Background: an optimization exercise with open tools, aiming at small area, a short achievable clock period and few clock cycles. Do not read the settings as production practice. The RTL was checked by simulation tests, not by an equivalence proof against the original design.

==> run a: inputs <==
==> flow/design.v (excerpt) <==
module cm11a_ctrl (
  input  wire         clk,
  input  wire         rst,
  input  wire         open_ok,
  input  wire         in_valid,
  output wire         in_ready,
  input  wire [1:0]   in_kind,
  input  wire [7:0]   in_op,
  input  wire [7:0]   in_n,
  input  wire [127:0] in_data,
  output reg          tx_valid,
  input  wire         tx_ready,
  output reg  [7:0]   tx_data,
  output reg          hr_valid,
  input  wire         hr_ready,
  output reg  [1:0]   hr_kind,
  output reg  [7:0]   hr_val,
  output reg          ev_valid,
  input  wire         ev_ready,
  output reg  [3:0]   ev_type,
  output reg  [7:0]   ev_a,
  output reg  [7:0]   ev_b,
  output reg  [7:0]   ev_c,
  output reg  [7:0]   ev_d
);
clock: 8.0 ns
lec_check: 0
cap_margin: 20
core_margin: 2
core_utilization: 40
place_density: 0.6
setup_slack_margin: 5
slew_margin: 20
tns_end_percent: 100
run.sh (not shown) runs the stock make flow with config.mk's settings and CLKGATE_MAP_FILE= SYNTH_SCRIPT=/design/flow/synth_recipe.tcl, a recipe that flattens the netlist after the stock synthesis.
==> run b (differences from run a) <==
--- a/flow/design.v
+++ b/flow/design.v
@@ -92,13 +92,12 @@
   reg [3:0]   qcnt;              
   reg [1:0]   qk   [0:7];
   reg [7:0]   qid  [0:7];
   reg [2:0]   qlm  [0:7];        
   reg [8*PAYB-1:0] qpay;
   reg         hdoom;             
-  reg  [2:0]  hsub;              
   reg [1:0]   exp_kind;
   reg [3:0]   exp_cnt;
   reg [7:0]   exp_owner;
   reg [7:0]   exp_b7;
   reg [1:0]   sav_kind;
   reg [3:0]   sav_cnt;
@@ -144,15 +143,13 @@
   wire [63:0] s0 = qpay[63:0];
   wire [55:0] s1 = qpay[8*8 +: 56];
   wire        h_addr = (qk[0] == Q_ADDR);
   reg  [7:0]  ck_acc;
   reg  [7:0]  fl_c, fl_r;    
   wire [7:0]  head_sum = ck_acc;
-  wire [2:0]  tail_i    = h_addr ? hsub : tx_idx;
-  wire [7:0]  tail_byte = s0[8*tail_i +: 8];
-  wire        h_last    = (hsub == qlm[0]);    
+  wire [7:0]  tail_byte = h_addr ? s0[7:0] : s0[8*tx_idx +: 8];
   reg        own_ok;
   reg [7:0]  owner;
   always @(*) begin
     case ((exp_kind == X_POLL) ? sav_kind : exp_kind)
       X_STATUS: begin own_ok = 1'b1; owner = (exp_kind == X_POLL) ? sav_owner : exp_owner; end
       X_CKSUM:  begin own_ok = 1'b1; owner = qid[0]; end
@@ -419,18 +416,18 @@
                   o_ev_type = EV_CKOK; o_ev_b = 8'd0;
                   o_tx = 1'b1; o_tx_data = 8'h00;
                   n_retry    = 2'd0;
                   n_cp_valid = 1'b1;
                   n_cp_id    = qid[0];
                   case (qk[0])
-                    Q_ADDR:  n_cp_kind = (h_last && !hdoom) ? C_OK : C_NONE;
+                    Q_ADDR:  n_cp_kind = (qlm[0] == 3'd0 && !hdoom) ? C_OK : C_NONE;
                     Q_RON:   n_cp_kind = C_RON;
                     Q_ROFF:  n_cp_kind = C_ROFF;
                     default: n_cp_kind = C_OK;
                   endcase
-                  if (h_addr && !h_last) q_sub = 1'b1;
+                  if (h_addr && qlm[0] != 3'd0) q_sub = 1'b1;
                   else q_shift = 1'b1;
                   n_qcnt = qcnt - 4'd1;
                   do_rel = 1'b1;
                 end else begin
                   o_ev_type = EV_CKBAD;
                   if (retry != 2'd3) begin
@@ -439,13 +436,13 @@
                     n_et     = T_RETX;
                     do_try   = 1'b1;
                   end else begin
                     n_et    = T_TXFAIL;
                     n_cp_id = qid[0];
                     if (qid[0] == 8'd0) n_boot = B_FAILED;
-                    if (h_addr && !h_last) begin
+                    if (h_addr && qlm[0] != 3'd0) begin
                       q_sub   = 1'b1;
                       n_hdoom = 1'b1;
                     end else begin
                       q_shift = 1'b1;
                     end
                     n_qcnt   = qcnt - 4'd1;
@@ -595,49 +592,70 @@
   wire [7:0] w_ev_d    = c_ev ? o_ev_d : t_d;
   always @(posedge clk) begin
     if (rst) begin
       tx_valid  <= 1'b0;
       txs_valid <= 1'b0;
     end else if (!tx_valid || tx_ready) begin
-      tx_valid  <= txs_valid || w_tx;
-      tx_data   <= txs_valid ? txs_data : w_tx_data;
-      txs_valid <= 1'b0;
-    end else if (!txs_valid) begin
-      txs_valid <= w_tx;
+      if (txs_valid) begin
+        tx_data   <= txs_data;
+        txs_valid <= 1'b0;
+      end else begin
+        tx_valid  <= w_tx;
+        if (w_tx) tx_data <= w_tx_data;
+      end
+    end else if (w_tx) begin
+      txs_valid <= 1'b1;
       txs_data  <= w_tx_data;
     end
   end
   always @(posedge clk) begin
     if (rst) begin
       hr_valid  <= 1'b0;
       hrs_valid <= 1'b0;
     end else if (!hr_valid || hr_ready) begin
-      hr_valid  <= hrs_valid || w_hr;
-      hr_kind   <= hrs_valid ? hrs_kind : o_hr_kind;
-      hr_val    <= hrs_valid ? hrs_val : o_hr_val;
-      hrs_valid <= 1'b0;
-    end else if (!hrs_valid) begin
-      hrs_valid <= w_hr;
+      if (hrs_valid) begin
+        hr_kind   <= hrs_kind;
+        hr_val    <= hrs_val;
+        hrs_valid <= 1'b0;
+      end else begin
+        hr_valid  <= w_hr;
+        if (w_hr) begin
+          hr_kind <= o_hr_kind;
+          hr_val  <= o_hr_val;
+        end
+      end
+    end else if (w_hr) begin
+      hrs_valid <= 1'b1;
       hrs_kind  <= o_hr_kind;
       hrs_val   <= o_hr_val;
     end
   end
   always @(posedge clk) begin
     if (rst) begin
       ev_valid  <= 1'b0;
       evs_valid <= 1'b0;
     end else if (!ev_valid || ev_ready) begin
-      ev_valid  <= evs_valid || w_ev;
-      ev_type   <= evs_valid ? evs_type : w_ev_type;
-      ev_a      <= evs_valid ? evs_a : w_ev_a;
-      ev_b      <= evs_valid ? evs_b : w_ev_b;
-      ev_c      <= evs_valid ? evs_c : w_ev_c;
-      ev_d      <= evs_valid ? evs_d : w_ev_d;
-      evs_valid <= 1'b0;
-    end else if (!evs_valid) begin
-      evs_valid <= w_ev;
+      if (evs_valid) begin
+        ev_type   <= evs_type;
+        ev_a      <= evs_a;
+        ev_b      <= evs_b;
+        ev_c      <= evs_c;
+        ev_d      <= evs_d;
+        evs_valid <= 1'b0;
+      end else begin
+        ev_valid  <= w_ev;
+        if (w_ev) begin
+          ev_type <= w_ev_type;
+          ev_a    <= w_ev_a;
+          ev_b    <= w_ev_b;
+          ev_c    <= w_ev_c;
+          ev_d    <= w_ev_d;
+        end
+      end
+    end else if (w_ev) begin
+      evs_valid <= 1'b1;
       evs_type  <= w_ev_type;
       evs_a     <= w_ev_a;
       evs_b     <= w_ev_b;
       evs_c     <= w_ev_c;
       evs_d     <= w_ev_d;
     end
@@ -736,43 +754,49 @@
           fl_c <= head_sum;
           fl_r <= rxb;
         end
         if (q_push)  nops <= nops + 4'd1;
         if (q_shift) nops <= nops - 4'd1;
         if (q_shift || (q_push && nops == 4'd0)) hdoom <= 1'b0;
-        if (q_sub) hsub <= hsub + 3'd1;
       end
-      if (nops == 4'd0 || (core_go && q_shift)) hsub <= 3'd0;
     end
   end
-  wire q_shift_go = accept && q_shift;
+  wire q_step = !rst && !boot_pend && accept;
   genvar p, b;
   generate
     for (p = 0; p < 8; p = p + 1) begin : slot
-      wire ld   = (nops <= p) || q_shift_go;
-      wire from = (nops > p) && (p < 7);
       always @(posedge clk) begin
-        if (ld) begin
-          if (from) begin
-            qk[p]  <= qk[(p+1)%8];
-            qid[p] <= qid[(p+1)%8];
-            qlm[p] <= qlm[(p+1)%8];
-          end else begin
+        if (q_step) begin
+          if (q_shift) begin
+            if (p < 7) begin
+              qk[p]  <= qk[p+1];
+              qid[p] <= qid[p+1];
+              qlm[p] <= qlm[p+1];
+            end
+          end else if (q_sub) begin
+            if (p == 0) qlm[p] <= qlm[p] - 3'd1;
+          end else if (q_push && nops == p) begin
             qk[p]  <= w_kind;
             qid[p] <= w_id;
             qlm[p] <= w_lm;
           end
         end
       end
       for (b = 0; b < cap(p); b = b + 1) begin : byte_
         always @(posedge clk) begin
-          if (ld) begin
-            if (from && b < cap(p + 1))
-              qpay[8*(off(p)+b) +: 8] <= qpay[8*(off(p+1)+b) +: 8];
-            else
+          if (q_step) begin
+            if (q_shift) begin
+              if (p < 7 && b < cap(p + 1))
+                qpay[8*(off(p)+b) +: 8] <= qpay[8*(off(p+1)+b) +: 8];
+            end else if (q_sub) begin
+              if (p == 0) begin
+                if (b < 7) qpay[8*b +: 8] <= qpay[8*(b+1) +: 8];
+              end
+            end else if (q_push && nops == p) begin
               qpay[8*(off(p)+b) +: 8] <= w_pay[8*b +: 8];
+            end
           end
         end
       end
     end
   endgenerate
 endmodule
SETUP_SLACK_MARGIN = unset   (was 5)
TNS_END_PERCENT = unset   (was 100)
==> run c (differences from run a) <==
SETUP_SLACK_MARGIN = 4.5   (was 5)
==> results.json <==
{
  "outcome": "complete, no violations",
  "met3WireLength_um": 8800,
  "slew_headroom_pct": 30.8,
  "met1Wirelength_um": 48700,
  "path_buf_inv": 3,
  "worstHoldPathCells": 2,
  "ir_drop_uv": 140,
  "clk_latency_ns": 0.67,
  "buf_share_pct": 7.77,
  "dieArea_mm2": 0.0974,
  "synth_common_cells": "edfxtp_1, nand2_1, o21ai_0, clkbuf_1, nor2_1",
  "critical_path.slowest_cell": "mux4_2",
  "wl_per_cell_um": 23.5,
  "use_met2_pct": 37.2,
  "intPower_mw": 7.53
}
The numbers above come from run c.

==> results.json <==
{
  "buf_share_pct": 5.87,
  "dieArea_mm2": 0.0961,
  "wl_per_cell_um": 23.6,
  "outcome": "complete, no violations",
  "met1Wirelength_um": 48800,
  "use_met2_pct": 37.0,
  "path_buf_inv": 3,
  "synth_common_cells": "edfxtp_1, nand2_1, nor2_1, o21ai_0, clkbuf_1"
}
The numbers above come from run b.

==> results.json <==
{
  "outcome": "complete, no violations",
  "clk_latency_ns": 0.67,
  "critical_path.slowest_cell": "mux4_2",
  "worstHoldPathCells": 1,
  "use_met2_pct": 38.9,
  "intPower_mw": 7.19,
  "cts_max_level": 3,
  "path_buf_inv": 2,
  "met3WireLength_um": 10600,
  "synth_common_cells": "edfxtp_1, nand2_1, o21ai_0, clkbuf_1, nor2_1",
  "ir_drop_uv": 151,
  "buf_share_pct": 10.5,
  "slew_headroom_pct": 32.5,
  "met1Wirelength_um": 51200
}
The numbers above come from run a.

Testbench counts of run a, summed over its fixed seeds: cycles 5,576.
Testbench counts of run b, summed over its fixed seeds: cycles 5,576.
Testbench counts of run c, summed over its fixed seeds: cycles 5,576.

==> static timing again, ports no longer ideal <==
In the flow no input, the clock included, has a driving cell. The finished layouts below were timed again as built, in two steps.
Step 1 assumes that a clkbuf_16 drives the clock port and a buf_2 every other input.
Step 2 moves the port delays by t, midway between the first and last clock arrival at a register: inputs arrive t later, outputs are due t later. That takes back most of the time a late clock gives input paths.
a / b / c = ideal ports / drivers / drivers and shift; a / b = the first two.
run	shift t [ns]	setup slack, ns	worst hold slack (ns)	worst setup path at the end	cell pins on the clock port's net
run a	0.724	4.107 / 4.061 / 4.107	0.502 / 0.502 / 0.502	register to register	1
run b	0.712	2.094 / 2.094 / 2.094	0.485 / 0.485 / 0.485	register to register	1
run c	0.717	4.040 / 4.040 / 3.865	0.479 / 0.479 / 0.479	input to register	1
After both steps setup and hold are still met in every run listed. For run c, which loses most, drivers alone change the setup slack by 0.000 ns; drivers and shift together by -0.175 ns.
